This design comes from an exercise in tuning for small area, a short achievable clock period and few clock cycles on the open sky130 flow, not from production work. At most, simulation tests tie the RTL to the original design; equivalence was not proved. For run 1, only the layout was checked, not whether the RTL still works. Power and IR drop assume default switching activity.

## flow/run.sh

```bash
#!/bin/bash
# synth_recipe.tcl (not shown) runs the flow's synth.tcl, then flattens the netlist and writes it again
# the make line also repeats each setting of config.mk as NAME=value (left out here)
make -C /OpenROAD-flow-scripts/flow DESIGN_CONFIG=/design/flow/config.mk WORK_HOME=/design/flow/orfs CLKGATE_MAP_FILE= SYNTH_SCRIPT=/design/flow/synth_recipe.tcl finish
```

## flow/config.mk

```make
export PLATFORM = sky130hd
export DESIGN_NAME = kw26_core
export DESIGN_NICKNAME = kw26_core
export VERILOG_FILES = /design/flow/design.v
export SDC_FILE = /design/flow/constraint.sdc
export NUM_CORES = 4
export LEC_CHECK = 0
export CAP_MARGIN = 20
export CORE_MARGIN = 2
export CORE_UTILIZATION = 50
export PLACE_DENSITY = 0.7
export SETUP_SLACK_MARGIN = 5
export SLEW_MARGIN = 20
```

## flow/constraint.sdc

```tcl
create_clock -name core_clock -period 8.0 [get_ports {clk}]
set_input_delay 1.6000 -clock core_clock [delete_from_list [all_inputs] [get_ports {clk}]]
set_output_delay 1.6000 -clock core_clock [all_outputs]
set_load 0.01 [all_outputs]
```

## flow/design.v

```verilog
module kw26_core (
    input  wire        clk,
    input  wire        rst,           
    input  wire        cmd_valid,
    output wire        cmd_ready,
    input  wire [99:0] cmd,
    output reg         out_valid,
    output reg  [7:0]  out_data,
    output reg         resp_valid,
    output reg  [3:0]  resp_status
);
    localparam [3:0] OP_KEY_LOAD   = 4'h1,
                     OP_KS_STEP    = 4'h2,
                     OP_KS_ADVANCE = 4'h3,
                     OP_KS_PEEK    = 4'h4,
                     OP_MSG_START  = 4'h5,
                     OP_ENC        = 4'h6,
                     OP_DEC        = 4'h7;
    localparam [3:0] ST_OK        = 4'd0,
                     ST_INVKEY    = 4'd1,
                     ST_ENCODING  = 4'd3,
                     ST_ILLEGAL   = 4'd4,
                     ST_SEQUENCE  = 4'd5;
    localparam [4:0] CODE_LTRS = 5'd31,
                     CODE_FIGS = 5'd27;
    function [30:0] fstep_a(input [30:0] s);    
        fstep_a = {s[29:0], s[30] ^ s[2]};
    endfunction
    function [30:0] step_a(input [30:0] g);     
        step_a = {g[29:0], g[30]} ^ ({31{g[30]}} & 31'd268435456);
    endfunction
    function [30:0] step5_a(input [30:0] g);
        step5_a = step_a(step_a(step_a(step_a(step_a(g)))));
    endfunction
    function [30:0] load_a(input [30:0] s);     
        begin
            load_a[0] = s[0] ^ s[3];
            load_a[1] = s[1] ^ s[4];
            load_a[2] = s[2] ^ s[5];
            load_a[3] = s[3] ^ s[6];
            load_a[4] = s[4] ^ s[7];
            load_a[5] = s[5] ^ s[8];
            load_a[6] = s[6] ^ s[9];
            load_a[7] = s[7] ^ s[10];
            load_a[8] = s[8] ^ s[11];
            load_a[9] = s[9] ^ s[12];
            load_a[10] = s[10] ^ s[13];
            load_a[11] = s[11] ^ s[14];
            load_a[12] = s[12] ^ s[15];
            load_a[13] = s[13] ^ s[16];
            load_a[14] = s[14] ^ s[17];
            load_a[15] = s[15] ^ s[18];
            load_a[16] = s[16] ^ s[19];
            load_a[17] = s[17] ^ s[20];
            load_a[18] = s[18] ^ s[21];
            load_a[19] = s[19] ^ s[22];
            load_a[20] = s[20] ^ s[23];
            load_a[21] = s[21] ^ s[24];
            load_a[22] = s[22] ^ s[25];
            load_a[23] = s[23] ^ s[26];
            load_a[24] = s[24] ^ s[27];
            load_a[25] = s[25] ^ s[28];
            load_a[26] = s[26] ^ s[29];
            load_a[27] = s[27] ^ s[30];
            load_a[28] = s[28];
            load_a[29] = s[29];
            load_a[30] = s[30];
        end
    endfunction
    function [30:0] dec_a(input [30:0] g);      
        begin
            dec_a[0] = g[1];
            dec_a[1] = g[3];
            dec_a[2] = g[5];
            dec_a[3] = g[7];
            dec_a[4] = g[9];
            dec_a[5] = g[11];
            dec_a[6] = g[13];
            dec_a[7] = g[15];
            dec_a[8] = g[17];
            dec_a[9] = g[19];
            dec_a[10] = g[21];
            dec_a[11] = g[23];
            dec_a[12] = g[25];
            dec_a[13] = g[27];
            dec_a[14] = g[1] ^ g[29];
            dec_a[15] = g[0] ^ g[3];
            dec_a[16] = g[2] ^ g[5];
            dec_a[17] = g[4] ^ g[7];
            dec_a[18] = g[6] ^ g[9];
            dec_a[19] = g[8] ^ g[11];
            dec_a[20] = g[10] ^ g[13];
            dec_a[21] = g[12] ^ g[15];
            dec_a[22] = g[14] ^ g[17];
            dec_a[23] = g[16] ^ g[19];
            dec_a[24] = g[18] ^ g[21];
            dec_a[25] = g[20] ^ g[23];
            dec_a[26] = g[22] ^ g[25];
            dec_a[27] = g[24] ^ g[27];
            dec_a[28] = g[26] ^ g[29];
            dec_a[29] = g[28];
            dec_a[30] = g[30];
        end
    endfunction
    function [4:0] nxt5_a(input [30:0] g);       
        begin
            nxt5_a[4] = g[25] ^ g[28];
            nxt5_a[3] = g[24] ^ g[27] ^ g[30];
            nxt5_a[2] = g[23] ^ g[26] ^ g[29];
            nxt5_a[1] = g[22] ^ g[25] ^ g[28];
            nxt5_a[0] = g[21] ^ g[24] ^ g[27] ^ g[30];
        end
    endfunction
    function [4:0] out5_a(input [30:0] g);       
        begin
            out5_a[4] = g[30];
            out5_a[3] = g[29];
            out5_a[2] = g[28];
            out5_a[1] = g[27] ^ g[30];
            out5_a[0] = g[26] ^ g[29];
        end
    endfunction
    function [28:0] fstep_b(input [28:0] s);    
        fstep_b = {s[27:0], s[28] ^ s[1]};
    endfunction
    function [28:0] step_b(input [28:0] g);     
        step_b = {g[27:0], g[28]} ^ ({29{g[28]}} & 29'd134217728);
    endfunction
    function [28:0] step5_b(input [28:0] g);
        step5_b = step_b(step_b(step_b(step_b(step_b(g)))));
    endfunction
    function [28:0] load_b(input [28:0] s);     
        begin
            load_b[0] = s[0] ^ s[2];
            load_b[1] = s[1] ^ s[3];
            load_b[2] = s[2] ^ s[4];
            load_b[3] = s[3] ^ s[5];
            load_b[4] = s[4] ^ s[6];
            load_b[5] = s[5] ^ s[7];
            load_b[6] = s[6] ^ s[8];
            load_b[7] = s[7] ^ s[9];
            load_b[8] = s[8] ^ s[10];
            load_b[9] = s[9] ^ s[11];
            load_b[10] = s[10] ^ s[12];
            load_b[11] = s[11] ^ s[13];
            load_b[12] = s[12] ^ s[14];
            load_b[13] = s[13] ^ s[15];
            load_b[14] = s[14] ^ s[16];
            load_b[15] = s[15] ^ s[17];
            load_b[16] = s[16] ^ s[18];
            load_b[17] = s[17] ^ s[19];
            load_b[18] = s[18] ^ s[20];
            load_b[19] = s[19] ^ s[21];
            load_b[20] = s[20] ^ s[22];
            load_b[21] = s[21] ^ s[23];
            load_b[22] = s[22] ^ s[24];
            load_b[23] = s[23] ^ s[25];
            load_b[24] = s[24] ^ s[26];
            load_b[25] = s[25] ^ s[27];
            load_b[26] = s[26] ^ s[28];
            load_b[27] = s[27];
            load_b[28] = s[28];
        end
    endfunction
    function [28:0] dec_b(input [28:0] g);      
        begin
            dec_b[0] = g[1];
            dec_b[1] = g[3];
            dec_b[2] = g[5];
            dec_b[3] = g[7];
            dec_b[4] = g[9];
            dec_b[5] = g[11];
            dec_b[6] = g[13];
            dec_b[7] = g[15];
            dec_b[8] = g[17];
            dec_b[9] = g[19];
            dec_b[10] = g[21];
            dec_b[11] = g[23];
            dec_b[12] = g[25];
            dec_b[13] = g[0] ^ g[27];
            dec_b[14] = g[0] ^ g[2];
            dec_b[15] = g[2] ^ g[4];
            dec_b[16] = g[4] ^ g[6];
            dec_b[17] = g[6] ^ g[8];
            dec_b[18] = g[8] ^ g[10];
            dec_b[19] = g[10] ^ g[12];
            dec_b[20] = g[12] ^ g[14];
            dec_b[21] = g[14] ^ g[16];
            dec_b[22] = g[16] ^ g[18];
            dec_b[23] = g[18] ^ g[20];
            dec_b[24] = g[20] ^ g[22];
            dec_b[25] = g[22] ^ g[24];
            dec_b[26] = g[24] ^ g[26];
            dec_b[27] = g[26] ^ g[28];
            dec_b[28] = g[28];
        end
    endfunction
    function [4:0] nxt5_b(input [28:0] g);       
        begin
            nxt5_b[4] = g[23] ^ g[25] ^ g[27];
            nxt5_b[3] = g[22] ^ g[24] ^ g[26] ^ g[28];
            nxt5_b[2] = g[21] ^ g[23] ^ g[25] ^ g[27];
            nxt5_b[1] = g[20] ^ g[22] ^ g[24] ^ g[26] ^ g[28];
            nxt5_b[0] = g[19] ^ g[21] ^ g[23] ^ g[25] ^ g[27];
        end
    endfunction
    function [4:0] out5_b(input [28:0] g);       
        begin
            out5_b[4] = g[28];
            out5_b[3] = g[27];
            out5_b[2] = g[26] ^ g[28];
            out5_b[1] = g[25] ^ g[27];
            out5_b[0] = g[24] ^ g[26] ^ g[28];
        end
    endfunction
    function [22:0] fstep_c(input [22:0] s);    
        fstep_c = {s[21:0], s[22] ^ s[4]};
    endfunction
    function [22:0] step_c(input [22:0] g);     
        step_c = {g[21:0], g[22]} ^ ({23{g[22]}} & 23'd262144);
    endfunction
    function [22:0] step5_c(input [22:0] g);
        step5_c = step_c(step_c(step_c(step_c(step_c(g)))));
    endfunction
    function [22:0] load_c(input [22:0] s);     
        begin
            load_c[0] = s[0] ^ s[5];
            load_c[1] = s[1] ^ s[6];
            load_c[2] = s[2] ^ s[7];
            load_c[3] = s[3] ^ s[8];
            load_c[4] = s[4] ^ s[9];
            load_c[5] = s[5] ^ s[10];
            load_c[6] = s[6] ^ s[11];
            load_c[7] = s[7] ^ s[12];
            load_c[8] = s[8] ^ s[13];
            load_c[9] = s[9] ^ s[14];
            load_c[10] = s[10] ^ s[15];
            load_c[11] = s[11] ^ s[16];
            load_c[12] = s[12] ^ s[17];
            load_c[13] = s[13] ^ s[18];
            load_c[14] = s[14] ^ s[19];
            load_c[15] = s[15] ^ s[20];
            load_c[16] = s[16] ^ s[21];
            load_c[17] = s[17] ^ s[22];
            load_c[18] = s[18];
            load_c[19] = s[19];
            load_c[20] = s[20];
            load_c[21] = s[21];
            load_c[22] = s[22];
        end
    endfunction
    function [22:0] dec_c(input [22:0] g);      
        begin
            dec_c[0] = g[1];
            dec_c[1] = g[3];
            dec_c[2] = g[5];
            dec_c[3] = g[7];
            dec_c[4] = g[9];
            dec_c[5] = g[11];
            dec_c[6] = g[13];
            dec_c[7] = g[15];
            dec_c[8] = g[17];
            dec_c[9] = g[1] ^ g[19];
            dec_c[10] = g[3] ^ g[21];
            dec_c[11] = g[0] ^ g[5];
            dec_c[12] = g[2] ^ g[7];
            dec_c[13] = g[4] ^ g[9];
            dec_c[14] = g[6] ^ g[11];
            dec_c[15] = g[8] ^ g[13];
            dec_c[16] = g[10] ^ g[15];
            dec_c[17] = g[12] ^ g[17];
            dec_c[18] = g[14] ^ g[19];
            dec_c[19] = g[16] ^ g[21];
            dec_c[20] = g[18];
            dec_c[21] = g[20];
            dec_c[22] = g[22];
        end
    endfunction
    function [4:0] nxt5_c(input [22:0] g);       
        begin
            nxt5_c[4] = g[17] ^ g[22];
            nxt5_c[3] = g[16] ^ g[21];
            nxt5_c[2] = g[15] ^ g[20];
            nxt5_c[1] = g[14] ^ g[19];
            nxt5_c[0] = g[13] ^ g[18];
        end
    endfunction
    function [4:0] out5_c(input [22:0] g);       
        begin
            out5_c[4] = g[22];
            out5_c[3] = g[21];
            out5_c[2] = g[20];
            out5_c[1] = g[19];
            out5_c[0] = g[18];
        end
    endfunction
    function combine(input a, input b, input c);
        reg [7:0] tt;
        begin
            tt = 8'h62;
            combine = tt[{a, b, c}];
        end
    endfunction
    function [7:0] tab_ltrs(input [4:0] c);
        case (c)
            5'd0:  tab_ltrs = 8'h00;  5'd1:  tab_ltrs = 8'h45;
            5'd2:  tab_ltrs = 8'h0A;  5'd3:  tab_ltrs = 8'h41;
            5'd4:  tab_ltrs = 8'h20;  5'd5:  tab_ltrs = 8'h53;
            5'd6:  tab_ltrs = 8'h49;  5'd7:  tab_ltrs = 8'h55;
            5'd8:  tab_ltrs = 8'h0D;  5'd9:  tab_ltrs = 8'h44;
            5'd10: tab_ltrs = 8'h52;  5'd11: tab_ltrs = 8'h4A;
            5'd12: tab_ltrs = 8'h4E;  5'd13: tab_ltrs = 8'h46;
            5'd14: tab_ltrs = 8'h43;  5'd15: tab_ltrs = 8'h4B;
            5'd16: tab_ltrs = 8'h54;  5'd17: tab_ltrs = 8'h5A;
            5'd18: tab_ltrs = 8'h4C;  5'd19: tab_ltrs = 8'h57;
            5'd20: tab_ltrs = 8'h48;  5'd21: tab_ltrs = 8'h59;
            5'd22: tab_ltrs = 8'h50;  5'd23: tab_ltrs = 8'h51;
            5'd24: tab_ltrs = 8'h4F;  5'd25: tab_ltrs = 8'h42;
            5'd26: tab_ltrs = 8'h47;  5'd28: tab_ltrs = 8'h4D;
            5'd29: tab_ltrs = 8'h58;  5'd30: tab_ltrs = 8'h56;
            default: tab_ltrs = 8'h00;
        endcase
    endfunction
    function [7:0] tab_figs(input [4:0] c);
        case (c)
            5'd0:  tab_figs = 8'h00;  5'd1:  tab_figs = 8'h33;
            5'd2:  tab_figs = 8'h0A;  5'd3:  tab_figs = 8'h2D;
            5'd4:  tab_figs = 8'h20;  5'd5:  tab_figs = 8'h27;
            5'd6:  tab_figs = 8'h38;  5'd7:  tab_figs = 8'h37;
            5'd8:  tab_figs = 8'h0D;  5'd9:  tab_figs = 8'h05;
            5'd10: tab_figs = 8'h34;  5'd11: tab_figs = 8'h07;
            5'd12: tab_figs = 8'h2C;  5'd13: tab_figs = 8'h21;
            5'd14: tab_figs = 8'h3A;  5'd15: tab_figs = 8'h28;
            5'd16: tab_figs = 8'h35;  5'd17: tab_figs = 8'h2B;
            5'd18: tab_figs = 8'h29;  5'd19: tab_figs = 8'h32;
            5'd20: tab_figs = 8'h23;  5'd21: tab_figs = 8'h36;
            5'd22: tab_figs = 8'h30;  5'd23: tab_figs = 8'h31;
            5'd24: tab_figs = 8'h39;  5'd25: tab_figs = 8'h3F;
            5'd26: tab_figs = 8'h26;  5'd28: tab_figs = 8'h2E;
            5'd29: tab_figs = 8'h2F;  5'd30: tab_figs = 8'h3D;
            default: tab_figs = 8'h00;
        endcase
    endfunction
    function [6:0] find_ch(input [7:0] ch);
        integer i;
        begin
            find_ch = 7'd0;
            for (i = 0; i < 32; i = i + 1)
                if (i != 27 && i != 31) begin
                    if (tab_ltrs(i[4:0]) == ch) find_ch = find_ch | {2'b10, i[4:0]};
                    if (tab_figs(i[4:0]) == ch) find_ch = find_ch | {2'b01, i[4:0]};
                end
        end
    endfunction
    wire [3:0]  op  = cmd[99:96];
    wire [95:0] arg = cmd[95:0];
    wire z_hi  = |arg[95:32];
    wire z_mid = |arg[31:8];
    wire z_lo3 = |arg[7:5];
    wire z_lo5 = |arg[4:0];
    wire o_key  = (op == OP_KEY_LOAD);
    wire o_step = (op == OP_KS_STEP);
    wire o_adv  = (op == OP_KS_ADVANCE);
    wire o_peek = (op == OP_KS_PEEK);
    wire o_msg  = (op == OP_MSG_START);
    wire o_enc  = (op == OP_ENC);
    wire o_dec  = (op == OP_DEC);
    wire [31:0] seed_a = arg[95:64];
    wire [31:0] seed_b = arg[63:32];
    wire [31:0] seed_c = arg[31:0];
    wire [6:0] enc = find_ch(arg[7:0]);
    reg        keyed;
    wire       keyed_eff;   
    wire       seq_err = o_key == keyed_eff;
    wire peek_zero = (arg[31:0] == 32'd0);
    wire peek_one  = (arg[31:0] == 32'd1);
    wire x_step = o_step && keyed_eff;
    wire x_adv  = o_adv && keyed_eff;
    wire x_peek = o_peek && keyed_eff && !peek_zero;
    wire x_enc  = o_enc && keyed_eff;
    wire x_dec  = o_dec && keyed_eff;
    reg [30:0] ra;          
    reg [28:0] rb;
    reg [22:0] rc;
    reg [30:0] cva;         
    reg [28:0] cvb;
    reg [22:0] cvc;
    reg [114:0] scr;
    wire [95:0] nreg = scr[95:0];
    wire [30:0] pa = scr[114:84];
    wire [28:0] pb = scr[83:55];
    wire [22:0] pc = scr[54:32];
    reg        shift;       
    reg        rdy;
    reg        m_resp;      
    reg        m_step, m_enc, m_grp2, m_dec, m_peek, m_adv, m_adlast;
    reg        p_first, peek_last;
    reg        c_bad, c_key, c_step, c_peek, c_msg, c_enc, c_dec;
    reg        e_seq, e_zhi, e_zmid, e_zlo3, e_zlo5, e_ka, e_kb, e_kc, e_kr;
    reg [4:0]  e_sym;       
    reg        e_inl, e_inf;
    reg [4:0]  acnt;        
    reg [1:0]  dg_a;        
    reg [2:0]  car_a;       
    reg [1:0]  dg_b;        
    reg [2:0]  car_b;       
    reg [1:0]  dg_c;        
    reg [3:0]  car_c;       
    wire ez_all  = e_zhi || e_zmid || e_zlo3 || e_zlo5;
    wire r_ill   = c_bad || ((c_step || c_msg) && ez_all) || (c_peek && e_zhi) ||
                   (c_enc && (e_zhi || e_zmid)) || (c_dec && (e_zhi || e_zmid || e_zlo3));
    wire r_keyok = e_ka && e_kb && e_kc && e_kr;
    wire [3:0] r_status = r_ill ? ST_ILLEGAL : e_seq ? ST_SEQUENCE :
                          (c_key && !r_keyok) ? ST_INVKEY :
                          (c_enc && !(e_inl || e_inf)) ? ST_ENCODING : ST_OK;
    wire r_ok    = (r_status == ST_OK);
    assign keyed_eff = keyed || (m_resp && c_key && r_ok);
    wire f_step  = ez_all;
    wire f_enc   = e_zhi || e_zmid || !(e_inl || e_inf);
    wire f_dec   = e_zhi || e_zmid || e_zlo3;
    wire f_peek  = p_first && e_zhi;
    wire z_peek = p_first ? combine(cva[30], cvb[28], cvc[22]) : combine(pa[30], pb[28], pc[22]);
    wire [82:0] pk_nx = p_first ? {fstep_a(cva), fstep_b(cvb), fstep_c(cvc)} : {fstep_a(pa), fstep_b(pb), fstep_c(pc)};
    wire [4:0] ya = out5_a(ra), yb = out5_b(rb), yc = out5_c(rc);
    wire [4:0] ks5_ra = {combine(ya[4], yb[4], yc[4]),
                      combine(ya[3], yb[3], yc[3]),
                      combine(ya[2], yb[2], yc[2]),
                      combine(ya[1], yb[1], yc[1]),
                      combine(ya[0], yb[0], yc[0])};
    wire [4:0] na = nxt5_a(ra), nb = nxt5_b(rb), nc = nxt5_c(rc);
    wire [4:0] ks5_n5 = {combine(na[4], nb[4], nc[4]),
                         combine(na[3], nb[3], nc[3]),
                         combine(na[2], nb[2], nc[2]),
                         combine(na[1], nb[1], nc[1]),
                         combine(na[0], nb[0], nc[0])};
    reg  [4:0] ks5;
    wire [4:0] dsym = e_sym ^ ks5;
    wire enc_one = shift ? e_inf : e_inl;     
    function [7:0] digit_a(input [95:0] v, input [1:0] mask);
        integer i;
        begin
            digit_a = 8'd0;
            for (i = 0; i < 2; i = i + 1)
                if (mask[i])
                    digit_a = digit_a + ((8'd0 + v[0 + i] + v[31 + i] + v[62 + i] + v[93 + i]) << i);
        end
    endfunction
    function [7:0] digit_b(input [95:0] v, input [1:0] mask);
        integer i;
        begin
            digit_b = 8'd0;
            for (i = 0; i < 2; i = i + 1)
                if (mask[i])
                    digit_b = digit_b + ((8'd0 + v[0 + i] + v[29 + i] + v[58 + i] + v[87 + i]) << i);
        end
    endfunction
    function [7:0] digit_c(input [95:0] v, input [1:0] mask);
        integer i;
        begin
            digit_c = 8'd0;
            for (i = 0; i < 2; i = i + 1)
                if (mask[i])
                    digit_c = digit_c + ((8'd0 + v[0 + i] + v[23 + i] + v[46 + i] + v[69 + i] + v[92 + i]) << i);
        end
    endfunction
    wire [95:0] nahead = nreg >> 2;
    wire [95:0] ntap = nreg;
    reg  [3:0] raw_a;     
    wire [7:0] raw_nx_a = digit_a(ntap, (acnt == 5'd15) ? 2'd1 : 2'd3);
    wire [7:0] sum_a = raw_a + car_a;
    wire [30:0] st_a_0 = ra;
    wire [30:0] st_a_1 = dec_a(dg_a[0] ? step_a(st_a_0) : st_a_0);
    wire [30:0] st_a_2 = dec_a(dg_a[1] ? step_a(st_a_1) : st_a_1);
    wire [3:0] kap_a = ({4'd0, dg_a} >> 1) + (car_a << 1);
    reg  [3:0] raw_b;     
    wire [7:0] raw_nx_b = digit_b(ntap, (acnt == 5'd14) ? 2'd1 : 2'd3);
    wire [7:0] sum_b = raw_b + car_b;
    wire [28:0] st_b_0 = rb;
    wire [28:0] st_b_1 = dec_b(dg_b[0] ? step_b(st_b_0) : st_b_0);
    wire [28:0] st_b_2 = dec_b(dg_b[1] ? step_b(st_b_1) : st_b_1);
    wire [3:0] kap_b = ({4'd0, dg_b} >> 1) + (car_b << 1);
    reg  [3:0] raw_c;     
    wire [7:0] raw_nx_c = digit_c(ntap, (acnt == 5'd11) ? 2'd1 : 2'd3);
    wire [7:0] sum_c = raw_c + car_c;
    wire [22:0] st_c_0 = rc;
    wire [22:0] st_c_1 = dec_c(dg_c[0] ? step_c(st_c_0) : st_c_0);
    wire [22:0] st_c_2 = dec_c(dg_c[1] ? step_c(st_c_1) : st_c_1);
    wire [3:0] kap_c = ({4'd0, dg_c} >> 1) + (car_c << 1);
    reg [1:0] nx_dg_a;
    reg [2:0] nx_car_a;
    reg [1:0] nx_dg_b;
    reg [2:0] nx_car_b;
    reg [1:0] nx_dg_c;
    reg [3:0] nx_car_c;
    always @(*) begin
        nx_dg_a  = dg_a;
        nx_car_a = car_a;
        if (acnt < 5'd17) begin
            nx_dg_a  = sum_a[1:0];
            nx_car_a = sum_a >> 2;
        end else if (acnt == 5'd17) begin
            nx_car_a = kap_a;
        end else if (car_a != 0) begin
            nx_car_a = car_a - 1'd1;
        end
        nx_dg_b  = dg_b;
        nx_car_b = car_b;
        if (acnt < 5'd16) begin
            nx_dg_b  = sum_b[1:0];
            nx_car_b = sum_b >> 2;
        end else if (acnt == 5'd16) begin
            nx_car_b = kap_b;
        end else if (car_b != 0) begin
            nx_car_b = car_b - 1'd1;
        end
        nx_dg_c  = dg_c;
        nx_car_c = car_c;
        if (acnt < 5'd13) begin
            nx_dg_c  = sum_c[1:0];
            nx_car_c = sum_c >> 2;
        end else if (acnt == 5'd13) begin
            nx_car_c = kap_c;
        end else if (car_c != 0) begin
            nx_car_c = car_c - 1'd1;
        end
    end
    wire adv_end = (acnt >= 5'd17) && ((acnt > 5'd17) ? (car_a <= 4'd1) : (acnt == 5'd17) && (kap_a == 4'd0)) && ((acnt > 5'd16) ? (car_b <= 4'd1) : (acnt == 5'd16) && (kap_b == 4'd0)) && ((acnt > 5'd13) ? (car_c <= 4'd1) : (acnt == 5'd13) && (kap_c == 4'd0));
    reg shift_nx;
    always @(*) begin
        shift_nx = shift;
        if (!keyed)
            shift_nx = 1'b0;
        else if (m_resp && c_msg && r_ok)
            shift_nx = 1'b0;
        else if (m_enc && !f_enc && !enc_one)
            shift_nx = !shift;
        else if (m_dec && !f_dec && dsym == CODE_LTRS)
            shift_nx = 1'b0;
        else if (m_dec && !f_dec && dsym == CODE_FIGS)
            shift_nx = 1'b1;
    end
    assign cmd_ready = rdy;
    wire take = cmd_valid && rdy;
    reg rdy_nx;
    always @(*) begin
        if (rdy)
            rdy_nx = !(cmd_valid &&
                       (x_adv || (x_peek && !peek_one) ||
                        (x_enc && (shift_nx ? (enc[6] && !enc[5]) : (enc[5] && !enc[6])))));
        else if (m_peek)
            rdy_nx = f_peek || (nreg[31:0] == 32'd2);
        else if (m_adv)
            rdy_nx = adv_end;
        else
            rdy_nx = 1'b1;
    end
    always @(posedge clk) begin
        scr[114:96] <= pk_nx[82:64];
        if (rdy)
            scr[95:0] <= arg;
        else if (m_peek) begin
            scr[31:0]  <= scr[31:0] - 32'd1;
            scr[95:32] <= pk_nx[63:0];
        end else
            scr[95:0] <= nahead;
        if (!keyed_eff) begin
            ra  <= load_a(seed_a[30:0]);
            rb  <= load_b(seed_b[28:0]);
            rc  <= load_c(seed_c[22:0]);
            cva <= seed_a[30:0];
            cvb <= seed_b[28:0];
            cvc <= seed_c[22:0];
        end
        if (!keyed_eff)
            ks5 <= {combine(seed_a[30], seed_b[28], seed_c[22]),
                    combine(seed_a[29], seed_b[27], seed_c[21]),
                    combine(seed_a[28], seed_b[26], seed_c[20]),
                    combine(seed_a[27], seed_b[25], seed_c[19]),
                    combine(seed_a[26], seed_b[24], seed_c[18])};
        else if (m_step && !f_step)
            ks5 <= {ks5[3:0], ks5_n5[4]};
        else if ((m_enc && !f_enc) || m_grp2 || (m_dec && !f_dec))
            ks5 <= ks5_n5;
        else if (m_adv || m_adlast)
            ks5 <= ks5_ra;
        if (rst) begin
            rdy        <= 1'b1;
            keyed      <= 1'b0;
            shift      <= 1'b0;
            out_valid  <= 1'b0;
            resp_valid <= 1'b0;
            m_resp     <= 1'b0;
            m_step     <= 1'b0;
            m_enc      <= 1'b0;
            m_grp2     <= 1'b0;
            m_dec      <= 1'b0;
            m_peek     <= 1'b0;
            m_adv      <= 1'b0;
            m_adlast   <= 1'b0;
        end else begin
            out_valid   <= 1'b0;
            resp_valid  <= 1'b0;
            resp_status <= ST_OK;
            rdy         <= rdy_nx;
            shift       <= shift_nx;
            if (m_resp) begin
                resp_valid  <= 1'b1;
                resp_status <= r_status;
                m_resp      <= 1'b0;
                if (c_key && r_ok)
                    keyed <= 1'b1;
            end
            if (m_step) begin
                resp_valid <= 1'b1;
                m_step     <= 1'b0;
                if (f_step) begin
                    resp_status <= ST_ILLEGAL;
                end else begin
                    ra        <= step_a(ra);
                    rb        <= step_b(rb);
                    rc        <= step_c(rc);
                    out_valid <= 1'b1;
                    out_data  <= {7'd0, ks5[4]};
                end
            end
            if (((m_enc && !f_enc) || m_grp2 || (m_dec && !f_dec))) begin
                ra <= step5_a(ra);
                rb <= step5_b(rb);
                rc <= step5_c(rc);
            end
            if (m_enc) begin
                m_enc     <= 1'b0;
                if (f_enc) begin
                    resp_valid  <= 1'b1;
                    resp_status <= (e_zhi || e_zmid) ? ST_ILLEGAL : ST_ENCODING;
                end else if (enc_one) begin
                    out_valid  <= 1'b1;
                    out_data   <= {3'd0, e_sym ^ ks5};
                    resp_valid <= 1'b1;
                end else begin
                    out_valid <= 1'b1;
                    out_data  <= {3'd0, (shift ? CODE_LTRS : CODE_FIGS) ^ ks5};
                    m_grp2    <= 1'b1;
                end
            end
            if (m_grp2) begin
                out_valid  <= 1'b1;
                out_data   <= {3'd0, e_sym ^ ks5};
                resp_valid <= 1'b1;
                m_grp2     <= 1'b0;
            end
            if (m_dec) begin
                resp_valid <= 1'b1;
                m_dec      <= 1'b0;
                if (f_dec) begin
                    resp_status <= ST_ILLEGAL;
                end else if (dsym != CODE_LTRS && dsym != CODE_FIGS) begin
                    out_valid <= 1'b1;
                    out_data  <= shift ? tab_figs(dsym) : tab_ltrs(dsym);
                end
            end
            if (m_peek) begin
                p_first   <= 1'b0;
                peek_last <= (nreg[31:0] == 32'd2);
                if (f_peek) begin
                    resp_valid  <= 1'b1;
                    resp_status <= ST_ILLEGAL;
                    m_peek      <= 1'b0;
                end else begin
                    out_valid <= 1'b1;
                    out_data  <= {7'd0, z_peek};
                    if (peek_last) begin
                        resp_valid <= 1'b1;
                        m_peek     <= 1'b0;
                    end
                end
            end
            if (m_adv) begin
                acnt <= acnt + 5'd1;
                dg_a  <= nx_dg_a;
                raw_a <= raw_nx_a;
                car_a <= nx_car_a;
                if (acnt < 5'd2)
                    ra <= ra;
                else if (acnt < 5'd17)
                    ra <= st_a_2;
                else if (acnt == 5'd17)
                    ra <= st_a_1;
                else if (car_a != 0)
                    ra <= step_a(ra);
                dg_b  <= nx_dg_b;
                raw_b <= raw_nx_b;
                car_b <= nx_car_b;
                if (acnt < 5'd2)
                    rb <= rb;
                else if (acnt < 5'd16)
                    rb <= st_b_2;
                else if (acnt == 5'd16)
                    rb <= st_b_1;
                else if (car_b != 0)
                    rb <= step_b(rb);
                dg_c  <= nx_dg_c;
                raw_c <= raw_nx_c;
                car_c <= nx_car_c;
                if (acnt < 5'd2)
                    rc <= rc;
                else if (acnt < 5'd13)
                    rc <= st_c_2;
                else if (acnt == 5'd13)
                    rc <= st_c_1;
                else if (car_c != 0)
                    rc <= step_c(rc);
                if (adv_end) begin
                    m_adv    <= 1'b0;
                    m_adlast <= 1'b1;
                end
            end
            if (m_adlast) begin
                resp_valid <= 1'b1;
                m_adlast   <= 1'b0;
            end
            if (take) begin
                c_bad    <= !(o_key || o_step || o_adv || o_peek || o_msg || o_enc || o_dec);
                c_key    <= o_key;
                c_step   <= o_step;
                c_peek   <= o_peek;
                c_msg    <= o_msg;
                c_enc    <= o_enc;
                c_dec    <= o_dec;
                e_seq    <= seq_err;
                e_zhi    <= z_hi;
                e_zmid   <= z_mid;
                e_zlo3   <= z_lo3;
                e_zlo5   <= z_lo5;
                e_ka     <= (seed_a != 32'd0);
                e_kb     <= (seed_b != 32'd0);
                e_kc     <= (seed_c != 32'd0);
                e_kr     <= !seed_a[31] && (seed_b[31:29] == 3'd0) && (seed_c[31:23] == 9'd0);
                p_first  <= 1'b1;
                peek_last <= peek_one;
                e_sym    <= o_enc ? enc[4:0] : arg[4:0];
                e_inl    <= enc[6];
                e_inf    <= enc[5];
                acnt     <= 5'd0;
                car_a    <= 0;
                raw_a    <= 0;
                car_b    <= 0;
                raw_b    <= 0;
                car_c    <= 0;
                raw_c    <= 0;
                m_resp <= !(x_step || x_enc || x_dec || x_peek || x_adv);
                m_step <= x_step;
                m_enc  <= x_enc;
                m_dec  <= x_dec;
                m_peek <= x_peek;
                m_adv  <= x_adv;
            end
        end
    end
endmodule
```

==> metrics.md, run 1 <==
| Metric | Value |
|---|---|
| Status | `timing/DRC/antenna clean` |
| Biggest area consumer among synthesized cells | `edfxtp_1` |
| R2R cell count | `11` |
| Seq/Total Area, Yosys | `34.51%` |
| Actual slew at the worst max-slew pin | `1.222 ns` |
| DR WL met2 | `50230 um` |
| GRT Total Usage | `37.97%` |
| Core area | `56170 um^2` |
| HP Start | `scr[107]$_DFF_P_` |
| Top_reg_cell synth | `edfxtp_1` |
| Std-Cell Rows | `87` |
| CP cell instances | `dlygate4sd2_1 -> xor2_1 -> mux2i_1 -> nand3_1 -> a21oi_1 -> a221oi_1` |
| Synth cell types | `89` |
| Post-synth EDFFs | `240` |
| Psw | `between 1.5 and 2 mW` |
| XOR/XNOR share of the synthesized area | `8.447%` |
| Layout Cells excl Fill | `4162` |
| Routability Congestion | `just under 1` |
| Cell Int Power | `4.022 mW` |
| Total DRC errors in the routed layout | `0` |
| Layout area overhead | `19.71%` |
| Post-Route WL | `roughly 120000 um` |
| Compound-cell area share of the yosys netlist | `23.14%` |
| Largest net degree at the start of global routing | `106` |
| RSZ-0062 raised after global routing | `yes` |
| I/O Pins | `about 120` |
| CP arrival | `about 3.5 ns` |
| Via count | `28940` |
| Grt ovf | `0` |
| First-pass GRT wire length | `171800 um` |
| DR vias/cell | `6.954` |
| Min-Delay Path Depth | `1` |
| Clk sink count | `368` |
| Power Dens Cells | `175.6 nW/um^2` |
| Crit Path Max Fanout | `6` |
| Highest Signal Layer | `met4` |
| Commonest cells in the netlist | `o21ai_0 (340), nand2_1 (333), nor2_1 (286)` |
| Worst-Skew Late Latency | `approximately 0.62 ns` |
| Sequential share of power | `40.1%` |
| Fmax | `0.3297 GHz` |
| Yosys reg bits | `368` |
| Min-delay worst type | `flip-flop to flip-flop` |
| Hold Vio Cnt, Final | `0` |
| Post-Syn Area per Cell | `8.521 um^2` |
| Yosys top cell area share | `25.46%` |
| Largest cells by area after synthesis | `edfxtp_1 (25%), dfxtp_1 (9.1%), mux2i_1 (8.2%)` |
| Antenna-violating nets left | `0` |
| Post-DP HPWL | `73410 um` |
| WL met3 | `14440 um` |
| Root buf cell | `clkbuf_16` |
| Clock Power Share | `37.3%` |
| Initial antenna violation count | `1` |
| Leakage | `13.32 nW` |
| Number of global-route vias before repair | `~27000` |
| H-tree levels | `2` |
| Required @ worst endpoint | `around 8.4 ns` |
| Slew HR | `18.51%` |
| Starting Density | `50.39%` |
| Switching portion of total power | `32.42%` |
| Post-Synth Simple-Gate Area | `14.94%` |
| Layout cells sized above 1 | `14.30%` |
| Startpoint types | `primary input` |
| MaxCap Viol Count | `0` |
| Worst setup EP type | `flip-flop` |
| DRT iter0 DRCs | `4700` |
| Max stage delay cell, worst path | `dlygate4sd2_1` |
| Critical R2R Launch | `e_inl$_DFFE_PP_` |
| Count leader, synth | `o21ai_0` |
| Worst IR Drop VDD | `0.1699 mV` |
| Maximum buffer depth of the clock tree | `3` |
| Die Ht | `between 200 and 250 um` |
| Buf/Inv on CP | `1` |
| Die area | `slightly below 60000 um^2` |
| Synthesized area | `28310 um^2` |
| Post-layout nets | `approximately 3500` |
| CTS tree | `done` |
| Final Skew | `0.05510 ns` |
| Asr flop ratio synth | `0%` |
| Number of synthesis warnings | `1` |
| Met1 wire length | `43500 um` |
| Ant diodes | `0` |
| First drt pass iteration count | `7` |
| Multiplexer area fraction after synthesis | `10.56%` |
| Gate Count Post-Synth | `3322` |
| Setup TNS | `0 ns` |
| Combinational share of power | `22.7%` |
| Reg-to-Reg End | `ra[28]$_DFFE_PP_` |
| Wire length per cell | `28.26 um` |
| Main combinational cell family by area after synthesis | `compound AO/OA/AOI/OAI gates` |
| Slew Viols, Final | `0` |
| Final period utilization | `37.91%` |
| Placed cell count | `3940` |
| Setup CP Type | `primary input to flip-flop` |
| Flop2flop setup slack | `4.99 ns` |
| Fin crit period | `3.033 ns` |
| Max incr delay on CP | `0.60 ns` |
| Port Buffers | `116` |
| Final Setup Violations | `0` |
| CTS clock-pin slew for the worst setup and hold paths | `0.06 ns` |
| Die width | `241.9 um` |
| Critical path's top delay family | `buffers and inverters` |
| Synth Area in Adders | `3.412%` |
| Min-Delay Endpoint | `scr[108]$_DFF_P_` |
| Inserted Clock Buffers | `43` |
-- cells by family (layout without fill, tap and decap cells) --
kind of cell | count (synthesis) | count (layout)
DFF | 368 | 368
and+or+nand+nor | 926 | 930
xor gates and xnor gates | 273 | 273
muxes | 284 | 284
buffers and inverters | 366 | 446
adders and majority gates | 69 | 69
other | 1 | 1
AOI/OAI and AO/OA | 1035 | 1035
-- how the worst max path moves through the flow --
stage / endpoint / slack (ns) / cells past startpoint / start
5_1_grt: ra[20]$_DFFE_PP_ / 4.92 / 11 / e_inl$_DFFE_PP_
3_3_place_gp: rdy$_SDFF_PP1_ / 3.45 / 10 / cmd_valid
4_1_cts: ra[28]$_DFFE_PP_ / 4.99 / 11 / e_zmid$_DFFE_PP_
3_5_place_dp: rdy$_SDFF_PP1_ / 3.48 / 10 / cmd_valid
2_1_floorplan: e_sym[3]$_DFFE_PP_ / 4.69 / 8 / cmd[5]
6_report: rb[24]$_DFFE_PP_ / 4.97 / 6 / cmd[58]
-- metal layers --
layer  vias to the layer above  track usage (%)
met1                     13650            49.53
met3                       578            8.397
met4                         0            25.05
met2                      2309            56.66
met5                         -                0
li1                      12400                -
-- registers in the layout, summed over array words and instances, names as in the netlist, 5 cells and up --
| register | count |
|---|---|
| acnt | 5 |
| cva | 31 |
| cvb | 29 |
| cvc | 23 |
| e_sym | 5 |
| ks5 | 5 |
| out_data | 8 |
| ra | 31 |
| rb | 29 |
| rc | 23 |
| scr | 115 |
-- worst reg2reg max path, delay by kind of cell (launching register included) --
| kind | cells | cell delay (ns) |
|---|---|---|
| flip-flops | 1 | 0.46 |
| AND/OR/NAND/NOR | 2 | 0.15 |
| multiplexers | 1 | 0.29 |
| buffers and inverters | 4 | 0.78 |
| AO/OA/AOI/OAI | 4 | 1.08 |
-- per-stage QoR --
step           worst slack [ns]  util [%]  hold WS (ns)  total power [mW]  cell area [um^2]
5_1_grt                   4.922     60.33        0.4710             6.122             33890
4_1_cts                   4.994     58.25        0.4641             5.855             32720
3_5_place_dp              3.481     53.07        0.4447             3.616             29810
3_3_place_gp              3.454     53.06        0.4375             3.593             29800
6_report                  4.967     60.33        0.4634             5.951             33890
2_1_floorplan             4.688         -        0.4083             3.163             28640
-- layout make-up --
cell class              instances  area, um^2
fillers                      4798       22280
clock inverters                21       314.1
flip-flops and latches        368        9782
well taps                     756       945.9
clock buffers                  59        1280
repair buffers                305        3199
repair inverters                4       31.28
inverters                      57       282.8
multi-input cells            2592       18050
-- power by group through the flow --
stage	Combinational, mW	Sequential, mW	Clock, mW
finish	1.35	2.38	2.22
global placement	1.19	2.41	0
CTS	1.26	2.37	2.22
floorplan	0.900	2.26	0
global route	1.44	2.39	2.29
detailed placement	1.21	2.41	0
-- layout by cell type (no fill, tap or decap), types with 54 or more instances in the layout --
master    count
buf_4       140
xor2_1      124
nor2_1      269
xnor2_1     138
edfxtp_1    240
nand2_1     325
mux2i_1     226
o221ai_1     54
o21ai_0     332
a21oi_1     270
dfxtp_1     122
-- what timing repair did --
| item | CTS | global route |
|---|---|---|
| resized for setup | 220 | 145 |
| pin swaps | 17 | 23 |
| setup buffers | 52 | 62 |
| hold buffers | 0 | 0 |
| gates cloned | 19 | 9 |
| endpoints found under the setup margin | 330 | 161 |
==> run 2: changes to the inputs <==
--- a/flow/design.v
+++ b/flow/design.v
@@ -583,6 +583,46 @@
             ks5 <= ks5_n5;
         else if (m_adv || m_adlast)
             ks5 <= ks5_ra;
+        c_bad     <= !(o_key || o_step || o_adv || o_peek || o_msg || o_enc || o_dec);
+        c_key     <= o_key;
+        c_step    <= o_step;
+        c_peek    <= o_peek;
+        c_msg     <= o_msg;
+        c_enc     <= o_enc;
+        c_dec     <= o_dec;
+        e_seq     <= seq_err;
+        e_zhi     <= z_hi;
+        e_zmid    <= z_mid;
+        e_zlo3    <= z_lo3;
+        e_zlo5    <= z_lo5;
+        e_ka      <= (seed_a != 32'd0);
+        e_kb      <= (seed_b != 32'd0);
+        e_kc      <= (seed_c != 32'd0);
+        e_kr      <= !seed_a[31] && (seed_b[31:29] == 3'd0) && (seed_c[31:23] == 9'd0);
+        e_inl     <= enc[6];
+        e_inf     <= enc[5];
+        p_first   <= take;
+        peek_last <= take ? peek_one : (scr[31:0] == 32'd2);
+        if (m_peek)
+            out_data <= {7'd0, z_peek};
+        else if (m_step)
+            out_data <= {7'd0, ks5[4]};
+        else if (m_dec)
+            out_data <= shift ? tab_figs(dsym) : tab_ltrs(dsym);
+        else if (m_enc && !enc_one)
+            out_data <= {3'd0, (shift ? CODE_LTRS : CODE_FIGS) ^ ks5};
+        else
+            out_data <= {3'd0, e_sym ^ ks5};
+        dg_a  <= nx_dg_a;
+        car_a <= take ? 0 : nx_car_a;
+        raw_a <= take ? 0 : raw_nx_a;
+        dg_b  <= nx_dg_b;
+        car_b <= take ? 0 : nx_car_b;
+        raw_b <= take ? 0 : raw_nx_b;
+        dg_c  <= nx_dg_c;
+        car_c <= take ? 0 : nx_car_c;
+        raw_c <= take ? 0 : raw_nx_c;
+        acnt <= take ? 5'd0 : acnt + 5'd1;
         if (rst) begin
             rdy        <= 1'b1;
             keyed      <= 1'b0;
@@ -620,7 +660,6 @@
                     rb        <= step_b(rb);
                     rc        <= step_c(rc);
                     out_valid <= 1'b1;
-                    out_data  <= {7'd0, ks5[4]};
                 end
             end
             if (((m_enc && !f_enc) || m_grp2 || (m_dec && !f_dec))) begin
@@ -635,17 +674,14 @@
                     resp_status <= (e_zhi || e_zmid) ? ST_ILLEGAL : ST_ENCODING;
                 end else if (enc_one) begin
                     out_valid  <= 1'b1;
-                    out_data   <= {3'd0, e_sym ^ ks5};
                     resp_valid <= 1'b1;
                 end else begin
                     out_valid <= 1'b1;
-                    out_data  <= {3'd0, (shift ? CODE_LTRS : CODE_FIGS) ^ ks5};
                     m_grp2    <= 1'b1;
                 end
             end
             if (m_grp2) begin
                 out_valid  <= 1'b1;
-                out_data   <= {3'd0, e_sym ^ ks5};
                 resp_valid <= 1'b1;
                 m_grp2     <= 1'b0;
             end
@@ -656,19 +692,15 @@
                     resp_status <= ST_ILLEGAL;
                 end else if (dsym != CODE_LTRS && dsym != CODE_FIGS) begin
                     out_valid <= 1'b1;
-                    out_data  <= shift ? tab_figs(dsym) : tab_ltrs(dsym);
                 end
             end
             if (m_peek) begin
-                p_first   <= 1'b0;
-                peek_last <= (nreg[31:0] == 32'd2);
                 if (f_peek) begin
                     resp_valid  <= 1'b1;
                     resp_status <= ST_ILLEGAL;
                     m_peek      <= 1'b0;
                 end else begin
                     out_valid <= 1'b1;
-                    out_data  <= {7'd0, z_peek};
                     if (peek_last) begin
                         resp_valid <= 1'b1;
                         m_peek     <= 1'b0;
@@ -676,10 +708,6 @@
                 end
             end
             if (m_adv) begin
-                acnt <= acnt + 5'd1;
-                dg_a  <= nx_dg_a;
-                raw_a <= raw_nx_a;
-                car_a <= nx_car_a;
                 if (acnt < 5'd2)
                     ra <= ra;
                 else if (acnt < 5'd17)
@@ -688,9 +716,6 @@
                     ra <= st_a_1;
                 else if (car_a != 0)
                     ra <= step_a(ra);
-                dg_b  <= nx_dg_b;
-                raw_b <= raw_nx_b;
-                car_b <= nx_car_b;
                 if (acnt < 5'd2)
                     rb <= rb;
                 else if (acnt < 5'd16)
@@ -699,9 +724,6 @@
                     rb <= st_b_1;
                 else if (car_b != 0)
                     rb <= step_b(rb);
-                dg_c  <= nx_dg_c;
-                raw_c <= raw_nx_c;
-                car_c <= nx_car_c;
                 if (acnt < 5'd2)
                     rc <= rc;
                 else if (acnt < 5'd13)
@@ -720,34 +742,7 @@
                 m_adlast   <= 1'b0;
             end
             if (take) begin
-                c_bad    <= !(o_key || o_step || o_adv || o_peek || o_msg || o_enc || o_dec);
-                c_key    <= o_key;
-                c_step   <= o_step;
-                c_peek   <= o_peek;
-                c_msg    <= o_msg;
-                c_enc    <= o_enc;
-                c_dec    <= o_dec;
-                e_seq    <= seq_err;
-                e_zhi    <= z_hi;
-                e_zmid   <= z_mid;
-                e_zlo3   <= z_lo3;
-                e_zlo5   <= z_lo5;
-                e_ka     <= (seed_a != 32'd0);
-                e_kb     <= (seed_b != 32'd0);
-                e_kc     <= (seed_c != 32'd0);
-                e_kr     <= !seed_a[31] && (seed_b[31:29] == 3'd0) && (seed_c[31:23] == 9'd0);
-                p_first  <= 1'b1;
-                peek_last <= peek_one;
-                e_sym    <= o_enc ? enc[4:0] : arg[4:0];
-                e_inl    <= enc[6];
-                e_inf    <= enc[5];
-                acnt     <= 5'd0;
-                car_a    <= 0;
-                raw_a    <= 0;
-                car_b    <= 0;
-                raw_b    <= 0;
-                car_c    <= 0;
-                raw_c    <= 0;
+                e_sym  <= o_enc ? enc[4:0] : arg[4:0];
                 m_resp <= !(x_step || x_enc || x_dec || x_peek || x_adv);
                 m_step <= x_step;
                 m_enc  <= x_enc;
--- a/flow/config.mk
+++ b/flow/config.mk
@@ -7,7 +7,7 @@
 export LEC_CHECK = 0
 export CAP_MARGIN = 20
 export CORE_MARGIN = 2
-export CORE_UTILIZATION = 50
-export PLACE_DENSITY = 0.7
+export CORE_UTILIZATION = 62
+export PLACE_DENSITY = 0.8
 export SETUP_SLACK_MARGIN = 5
 export SLEW_MARGIN = 20
==> run 2 against run 1 <==
Effect of this change:
- clock power is 9% lower
- area after synthesis is 1.1% lower
- via count is 1.2% lower
- still clean on timing, DRC and antenna
- final cell count is 6.6% lower
- global-route usage is 5.9 points higher
- worst hold slack worse by 0.0027 ns
- clock skew is 0.030 ns lower
- critical endpoint is now ra[11]$_DFFE_PP_
- critical path depth is 2 higher
- power is 15% higher
==> metrics.md, run 2 <==
| Metric | Value |
|---|---|
| CTS tree | `done` |
| DRT iter0 DRCs | `5084 (+8.2%)` |
| Layout area overhead | `14.18%` |
| Count leader, synth | `o21ai_0` |
| Number of synthesis warnings | `1 (unchanged)` |
| Maximum buffer depth of the clock tree | `3 (unchanged)` |
| CP arrival | `3.52 ns (+0.05 ns)` |
| Yosys reg bits | `367 (-0.27%)` |
| Buf/Inv on CP | `4 (+3)` |
| Root buf cell | `clkbuf_16` |
| Psw | `2.547 mW (+32%)` |
| CP Depth | `8 (+2)` |
| WHS | `0.4607 ns (-0.002721 ns)` |
| Critical R2R Launch | `acnt[4]$_SDFF_PP0_` |
| Synth cell types | `90 (+1.1%)` |
| GRT Total Usage | `43.89% (+5.9 points)` |
| Reg-to-Reg End | `ra[11]$_DFFE_PP_` |
| Design Power | `6.814 mW (+15%)` |
| I/O Pins | `118 (unchanged)` |
| Crit path to | `ra[11]$_DFFE_PP_` |
| Worst-Skew Late Latency | `0.60 ns (-0.02 ns)` |
| Max incr delay on CP | `0.90 ns (+0.30 ns)` |
| Status | `timing/DRC/antenna clean` |
| Biggest area consumer among synthesized cells | `edfxtp_1` |
| H-tree levels | `2 (unchanged)` |
| Commonest non-fill, non-tap cells in the layout | `o21ai_0 (377), nand2_1 (341), mux2i_1 (222), a21oi_1 (214), nor2_1 (213)` |
| Fin util | `71.98% (+12 points)` |
| Core area | `44410 um^2 (-21%)` |
| Final std cell area, no fill | `31970 um^2 (-5.7%)` |
| Combinational share of power | `35.3% (+13 points)` |
| Die Ht | `216.5 um (-11%)` |
| Post-layout nets | `3435 (-3.0%)` |
| Reg area | `9229 um^2 (-5.7%)` |
| DR vias/cell | `7.354 (+5.7%)` |
| Commonest cells in the netlist | `o21ai_0 (381), nand2_1 (348), clkbuf_1 (239)` |
| Setup CP Type | `flip-flop to flip-flop` |
| CTS clock-pin slew for the worst setup and hold paths | `0.06 ns (about the same)` |
| Inserted Clock Buffers | `42 (-2.3%)` |
| Worst setup path startpoint | `acnt[4]$_SDFF_PP0_` |
| Cell Int Power | `4.267 mW (+6.1%)` |
| Asr flop ratio synth | `0% (unchanged)` |
| Layout cells sized above 1 | `11.78% (-2.5 points)` |
| Largest cells by area after synthesis | `edfxtp_1 (20%), dfxtp_1 (13%), mux2i_1 (8.1%)` |
| Most common cell after layout, fill and taps aside | `o21ai_0` |
| Required @ worst endpoint | `8.35 ns (-0.08 ns)` |
| Worst IR Drop VDD | `0.1565 mV (-7.9%)` |
| Gate Count Post-Synth | `3323 (+0.030%)` |
| Top_reg_cell synth | `edfxtp_1` |
| Via count | `28580 (-1.2%)` |
| Std-Cell Rows | `77 (-11%)` |
| Flop2flop setup slack | `4.83 ns (-0.16 ns)` |
| Final period utilization | `39.69% (+1.8 points)` |
| Seq/Total Area, Yosys | `32.85% (-1.7 points)` |
| Power Dens Cells | `213.1 nW/um^2 (+21%)` |
| Area after DPL | `29130 um^2 (-2.3%)` |
| Synthesized area | `28000 um^2 (-1.1%)` |
| R2R cell count | `8 (-3)` |
| Clock Power Share | `29.7% (-7.6 points)` |
| Antenna-violating nets left | `0 (unchanged)` |
| Fmax | `0.3150 GHz (-4.5%)` |
| Max reg flops | `115 (unchanged)` |
| Actual slew at the worst max-slew pin | `1.064 ns (-0.1580 ns)` |
| Leakage | `12.45 nW (-6.5%)` |
| Fin crit period | `3.175 ns (+0.1422 ns)` |
| Critical path's top delay family | `compound AO/OA/AOI/OAI gates` |
| First-pass GRT wire length | `159800 um (-7.0%)` |
| Regs by FF count | `scr: 115 flops, cva: 31 flops, ra: 31 flops` |
| Min-delay worst type | `flip-flop to flip-flop` |
| Total DRC errors in the routed layout | `0 (unchanged)` |
| Initial antenna violation count | `5 (+4)` |
| CP cell instances | `buf_8 -> o41a_1 -> buf_8 -> inv_1 -> buf_4 -> o311ai_0 -> o22ai_1 -> a22o_1` |
| Hold Buf Count CTS | `0 (unchanged)` |
| Grt ovf | `0 (unchanged)` |
| Max stage delay cell, worst path | `o311ai_0` |
| Sequential share of power | `35.0% (-5.1 points)` |
| Startpoint types | `flip-flop` |
| Setup TNS | `0 ns (unchanged)` |
| Final Setup Violations | `0 (unchanged)` |
| Most flops, register | `scr` |
| Routability Congestion | `0.9969 (+3.0%)` |
| First drt pass iteration count | `12 (+5)` |
| Post-synth EDFFs | `185 (-23%)` |
| Number of global-route vias before repair | `26130 (-2.5%)` |
| Footprint of the multi-input gates | `17970 um^2 (-0.44%)` |
| Clk sink count | `367 (-0.27%)` |
| Worst setup EP type | `flip-flop` |
| Die width | `216.5 um (-11%)` |
| Slew Viols, Final | `0 (unchanged)` |
| Port Buffers | `115 (-0.86%)` |
| Hold Vio Cnt, Final | `0 (unchanged)` |
| Starting Density | `63.04% (+13 points)` |
| FILL cells | `3356 (-30%)` |
| MaxCap Viol Count | `0 (unchanged)` |
| Post-DP HPWL | `67800 um (-7.6%)` |
| Wire length per cell | `27.92 um (-1.2%)` |
| Largest net degree at the start of global routing | `121 (+14%)` |
| Most Frequent Cell on Critical Path | `buf_8` |
| Die area | `46880 um^2 (-20%)` |
| Final Skew | `0.02560 ns (-0.02950 ns)` |
| Yosys top cell area share | `19.84% (-5.6 points)` |
| Switching portion of total power | `37.38% (+5.0 points)` |
| Post-Route WL | `108500 um (-7.7%)` |
| RSZ-0062 raised after global routing | `yes` |
| Post-Syn Area per Cell | `8.426 um^2 (-1.1%)` |
| Slew HR | `29.04% (+11 points)` |
| Crit Path Max Fanout | `40 (+34)` |
run 2: cell count changes after synthesis, moves of 27 or more:
| cell | before | now |
|---|---|---|
| nor2_1 | 286 | 223 |
| a21oi_1 | 278 | 216 |
| edfxtp_1 | 240 | 185 |
| dfxtp_1 | 128 | 182 |
| o21ai_0 | 340 | 381 |
| xnor2_1 | 142 | 171 |
| xor2_1 | 131 | 104 |
run 2: layout make-up:
type	count	area share [%]
antenna	1	0.007827
clock buffer	55	3.663
clock inverter	22	0.7514
inverter	56	0.7632
multi-input combinational	2578	56.22
sequential	367	28.87
tap	592	2.317
timing repair buffer	215	7.397
timing repair inverter	1	0.01565
run 2: worst min path at each step:
stage	from	to	slack [ns]	cells after the start
2_1_floorplan	m_adlast$_SDFFE_PP0P_	m_adlast$_SDFFE_PP0P_	0.42	1
3_3_place_gp	scr[96]$_DFF_P_	scr[97]$_DFF_P_	0.44	1
3_5_place_dp	scr[105]$_DFF_P_	scr[106]$_DFF_P_	0.45	1
4_1_cts	scr[104]$_DFF_P_	scr[105]$_DFF_P_	0.46	1
5_1_grt	scr[109]$_DFF_P_	scr[110]$_DFF_P_	0.47	1
6_report	scr[106]$_DFF_P_	scr[107]$_DFF_P_	0.46	1
run 2: stage by stage:
step / setup slack (ns) / std cells
after global routing: 4.839 / 3886
after global placement: 3.653 / 3754
after CTS: 4.782 / 3860
after detailed placement: 3.589 / 3754
after floorplan: 4.692 / 3324
final: 4.825 / 3887
run 2: cells by family (layout without fill, tap and decap cells):
kind of cell / after synthesis / in the layout / share of synthesized area, %
XOR/XNOR: 276 / 276 / 8.683
adder cells (fa/ha/maj): 71 / 71 / 3.548
AND/OR/NAND/NOR: 917 / 918 / 15.25
AO/OA/AOI/OAI: 1014 / 1015 / 22.79
multiplexers: 296 / 296 / 11.49
other: 1 / 3 / 0.01339
flip-flops: 367 / 367 / 32.85
buffers and inverters: 381 / 349 / 5.367
run 2: metal layers:
metal | wire length, um | vias to the layer above | GRT usage [%] | part of all wire, %
li1 | - | 12110 | - | -
met1 | 37510 | 13310 | 55.40 | 35
met2 | 46320 | 2487 | 66.36 | 43
met3 | 15350 | 667 | 12.01 | 14
met4 | 9299 | 6 | 28.13 | 8.6
met5 | 37 | - | 0 | 0.034
run 2: power groups by stage:
stage,clock network (mW),logic [mW],registers (mW)
floorplan,0,1.73,2.24
finish,2.03,2.40,2.38
global placement,0,2.18,2.39
global route,2.10,2.54,2.39
CTS,2.02,2.27,2.36
detailed placement,0,2.21,2.40
run 2: timing repair:
action | in CTS | in global routing
pin swaps | 8 | 16
setup buffers | 19 | 20
cloned | 10 | 6
endpoints found under the setup margin | 255 | 108
resized for setup | 157 | 96
Testbench counts of run 2, summed over its fixed seeds: cycles 1,227.
==> run 3: changes to the inputs <==
--- a/flow/config.mk
+++ b/flow/config.mk
@@ -7,7 +7,7 @@
 export LEC_CHECK = 0
 export CAP_MARGIN = 20
 export CORE_MARGIN = 2
-export CORE_UTILIZATION = 62
-export PLACE_DENSITY = 0.8
+export CORE_UTILIZATION = 50
+export PLACE_DENSITY = 0.7
 export SETUP_SLACK_MARGIN = 5
 export SLEW_MARGIN = 20
==> run 3 against run 2 <==
Effect of this change:
- non-clock buffer count fell by 10
- routed wire length decreased by 1.4%
- largest cell class unchanged
- via count is 4.2% lower
- sequential share of layout area fell by 0.089 points
- synthesized cell count unchanged
- critical endpoint is now rdy$_SDFF_PP1_
- critical path depth down 1
- global-route usage down 8.5 points
- clock skew up 0.0014 ns
- register-to-register slack improved by 0.16 ns
- die area is 24% higher
==> metrics.md, run 3 <==
| Metric | Value |
|---|---|
| Status | `timing/DRC/antenna clean` |
| Wire length per cell | `26.50 um (-5.1%)` |
| Number of global-route vias before repair | `25720 (-1.6%)` |
| Seq/Total Area, Yosys | `32.85% (unchanged)` |
| Die Ht | `240.6 um (+11%)` |
| Synth cell types | `90 (unchanged)` |
| Commonest cells in the netlist | `o21ai_0 (381), nand2_1 (348), clkbuf_1 (239)` |
| RSZ-0062 raised after global routing | `yes` |
| Highest Signal Layer | `met4` |
| CTS tree | `done` |
| CP arrival | `3.56 ns (+0.04 ns)` |
| Buf/Inv on CP | `1 (-3)` |
| Die width | `240.6 um (+11%)` |
| Cell Int Power | `4.232 mW (-0.82%)` |
| Port Buffers | `115 (unchanged)` |
| Max incr delay on CP | `0.44 ns (-0.46 ns)` |
| Startpoint types | `primary input` |
| Most common cell after layout, fill and taps aside | `o21ai_0` |
| Worst setup EP type | `flip-flop` |
| Post-synth EDFFs | `185 (unchanged)` |
| Post-Route WL | `107000 um (-1.4%)` |
| Footprint of the multi-input gates | `17910 um^2 (-0.36%)` |
| Most flops, register | `scr` |
| DR vias/cell | `6.781 (-7.8%)` |
| Starting Density | `50.72% (-12 points)` |
| Largest net degree at the start of global routing | `113 (-6.6%)` |
| CTS clock-pin slew for the worst setup and hold paths | `0.06 ns (about the same)` |
| Yosys reg bits | `367 (unchanged)` |
| Core area | `55200 um^2 (+24%)` |
| Combinational share of power | `34.6% (-0.7 points)` |
| Commonest non-fill, non-tap cells in the layout | `o21ai_0 (375), nand2_1 (344), mux2i_1 (225), a21oi_1 (214), nor2_1 (211)` |
| Final period utilization | `38.12% (-1.6 points)` |
| Post-layout nets | `3427 (-0.23%)` |
| Count leader, synth | `o21ai_0` |
| Most Frequent Cell on Critical Path | `nand3_1` |
| Flop2flop setup slack | `4.99 ns (+0.16 ns)` |
| Std-Cell Rows | `86 (+12%)` |
| Largest cells by area after synthesis | `edfxtp_1 (20%), dfxtp_1 (13%), mux2i_1 (8.1%)` |
| DRT iter0 DRCs | `4226 (-17%)` |
| Setup TNS | `0 ns (unchanged)` |
| Yosys top cell area share | `19.84% (unchanged)` |
| CP cell instances | `clkdlybuf4s50_1 -> nor4_1 -> nand3_1 -> nand4b_1 -> o31ai_1 -> nand3_1 -> o21ai_0` |
| Psw | `2.478 mW (-2.7%)` |
| Actual slew at the worst max-slew pin | `1.308 ns (+0.2432 ns)` |
| WL met3 | `11700 um (-24%)` |
| Reg area | `9221 um^2 (about the same)` |
| Setup CP Type | `primary input to flip-flop` |
| Design Power | `6.709 mW (-1.5%)` |
| Grt ovf | `0 (unchanged)` |
| Worst-Skew Late Latency | `0.61 ns (about the same)` |
| GRT Total Usage | `35.37% (-8.5 points)` |
| Via count | `27390 (-4.2%)` |
| Synthesized area | `28000 um^2 (unchanged)` |
| First-pass GRT wire length | `157600 um (-1.4%)` |
| Max stage delay cell, worst path | `clkdlybuf4s50_1` |
| Required @ worst endpoint | `8.51 ns (+0.16 ns)` |
| Root buf cell | `clkbuf_16` |
| Biggest area consumer among synthesized cells | `edfxtp_1` |
| Total DRC errors in the routed layout | `0 (unchanged)` |
| H-tree levels | `2 (unchanged)` |
| Max reg flops | `115 (unchanged)` |
| Final Setup Violations | `0 (unchanged)` |
| Reg-to-Reg End | `ra[16]$_DFFE_PP_` |
| R2R cell count | `9 (+1)` |
| Initial antenna violation count | `1 (-4)` |
| Post-Syn Area per Cell | `8.426 um^2 (unchanged)` |
| WHS | `0.4588 ns (-0.001915 ns)` |
| Layout area overhead | `14.44%` |
| Hold Vio Cnt, Final | `0 (unchanged)` |
| Crit Path Max Fanout | `3 (-93%)` |
| DR WL met2 | `46840 um (+1.1%)` |
| Crit path to | `rdy$_SDFF_PP1_` |
| Layout cells sized above 1 | `11.25% (-0.53 points)` |
| Routability Congestion | `0.9584 (-3.9%)` |
| Inserted Clock Buffers | `43 (+2.4%)` |
| Leakage | `12.38 nW (-0.53%)` |
| Slew Viols, Final | `0 (unchanged)` |
| FILL cells | `4815 (+43%)` |
| Regs by FF count | `scr: 115 flops, cva: 31 flops, ra: 31 flops` |
| Number of synthesis warnings | `1 (unchanged)` |
| Maximum buffer depth of the clock tree | `3 (unchanged)` |
| Post-DP HPWL | `68950 um (+1.7%)` |
| Fin crit period | `3.050 ns (-0.1251 ns)` |
| MaxCap Viol Count | `0 (unchanged)` |
| Critical path's top delay family | `simple AND/OR/NAND/NOR gates` |
| Worst setup path startpoint | `cmd[26]` |
| Asr flop ratio synth | `0% (unchanged)` |
| Die area | `57910 um^2 (+24%)` |
| Min-delay worst type | `flip-flop to flip-flop` |
| Worst IR Drop VDD | `0.1627 mV (+4.0%)` |
| I/O Pins | `118 (unchanged)` |
| Top_reg_cell synth | `edfxtp_1` |
| Clock Power Share | `29.9% (+0.2 points)` |
| Final Skew | `0.02702 ns (+0.001419 ns)` |
| Sequential share of power | `35.5% (+0.5 points)` |
| Switching portion of total power | `36.93% (-0.45 points)` |
| Clk sink count | `367 (unchanged)` |
| Met1 wire length | `40470 um (+7.9%)` |
| Power Dens Cells | `209.4 nW/um^2 (-1.8%)` |
| Slew HR | `11.64% (-17 points)` |
| Fmax | `0.3279 GHz (+4.1%)` |
| Antenna-violating nets left | `0 (unchanged)` |
| Gate Count Post-Synth | `3323 (unchanged)` |
| First drt pass iteration count | `7 (-5)` |
| CP Depth | `7 (-1)` |
| Critical R2R Launch | `e_zhi$_DFF_P_` |
==> run 3: worst min-delay path by stage <==
| stage | cells after the start | endpoint | start | slack, ns |
|---|---|---|---|---|
| floorplan | 1 | m_adlast$_SDFFE_PP0P_ | m_adlast$_SDFFE_PP0P_ | 0.42 |
| global placement | 1 | scr[107]$_DFF_P_ | scr[106]$_DFF_P_ | 0.44 |
| detailed placement | 1 | scr[105]$_DFF_P_ | scr[104]$_DFF_P_ | 0.44 |
| CTS | 1 | scr[114]$_DFF_P_ | scr[113]$_DFF_P_ | 0.46 |
| global route | 1 | scr[113]$_DFF_P_ | scr[112]$_DFF_P_ | 0.48 |
| finish | 1 | scr[100]$_DFF_P_ | scr[99]$_DFF_P_ | 0.46 |
==> run 3: logic make-up (layout without fill, tap and decap cells) <==
kind of cell               after synthesis  after routing  synth area share [%]
AOI/OAI and AO/OA                     1014           1015                 22.79
and+or+nand+nor                        917            918                 15.25
buffers and inverters                  381            343                 5.367
DFF                                    367            367                 32.85
muxes                                  296            296                 11.49
xor gates and xnor gates               276            276                 8.683
adders and majority gates               71             71                 3.548
other                                    1              5               0.01339
==> run 3: metrics by stage <==
stage | util [%] | instances | area, um^2 | setup slack [ns]
after floorplan | - | 3324 | 28280 | 4.692
after global placement | 53.12 | 3910 | 29320 | 3.590
after detailed placement | 53.12 | 3910 | 29320 | 3.567
after CTS | 57.00 | 4014 | 31460 | 4.827
after global routing | 58.04 | 4037 | 32040 | 4.926
final | 58.05 | 4039 | 32040 | 4.950
==> run 3: final cells by class <==
class / count / share of cell area, %
inverter: 56 / 0.7458
sequential: 367 / 28.78
clock inverter: 22 / 0.5350
multi-input combinational: 2578 / 55.89
timing repair inverter: 2 / 0.03905
tap: 748 / 2.921
clock buffer: 58 / 3.920
timing repair buffer: 205 / 7.150
antenna: 3 / 0.02343
==> run 3: power groups by stage <==
stage	Sequential [mW]	Combinational (mW)	Clock (mW)
after CTS	2.37	2.24	2.02
after floorplan	2.24	1.73	0
final	2.38	2.32	2.00
after global routing	2.39	2.48	2.08
after global placement	2.40	2.17	0
after detailed placement	2.40	2.20	0
==> run 3: routing by layer <==
| metal | GRT usage [%] | up-vias |
|---|---|---|
| li1 | - | 12090 |
| met1 | 45.67 | 13000 |
| met2 | 53.68 | 1847 |
| met3 | 6.657 | 449 |
| met4 | 24.28 | 0 |
| met5 | 0 | - |
==> run 3: what timing repair did <==
action                                  in CTS  in global routing
resized for setup                          148                 88
endpoints found under the setup margin     214                111
hold buffers                                 0                  0
cloned                                      11                  4
pin swaps                                    7                  9
buffers inserted                            13                 18

==> what the ideal ports hide <==
The flow's constraints put no driver on any port. The routed layouts listed below were extracted and timed again, unchanged, in two steps. Step 1 (the two cells are an assumption about what drives the block):
set clk [get_ports {clk}]
set_driving_cell -lib_cell sky130_fd_sc_hd__clkbuf_16 $clk
set_driving_cell -lib_cell sky130_fd_sc_hd__buf_2 [delete_from_list [all_inputs] $clk]
Step 2 moves the port delays by t, midway between the first and last clock arrival at a register: inputs arrive t later, outputs are due t later. That takes back most of the time a late clock gives input paths. a / b / c = ideal ports / drivers / drivers and shift; a / b = the first two.
run	shift t [ns]	setup WS [ns]	cell pins on the clock port's net
run 1	0.658	4.967 / 4.986 / 4.346	1
run 2	0.654	4.825 / 4.825 / 4.380	1
run 3	0.656	4.950 / 4.980 / 4.331	1
After both steps setup and hold are still met in every run listed. For run 1, which loses most, drivers alone change the setup slack by +0.019 ns; drivers and shift together by -0.621 ns.
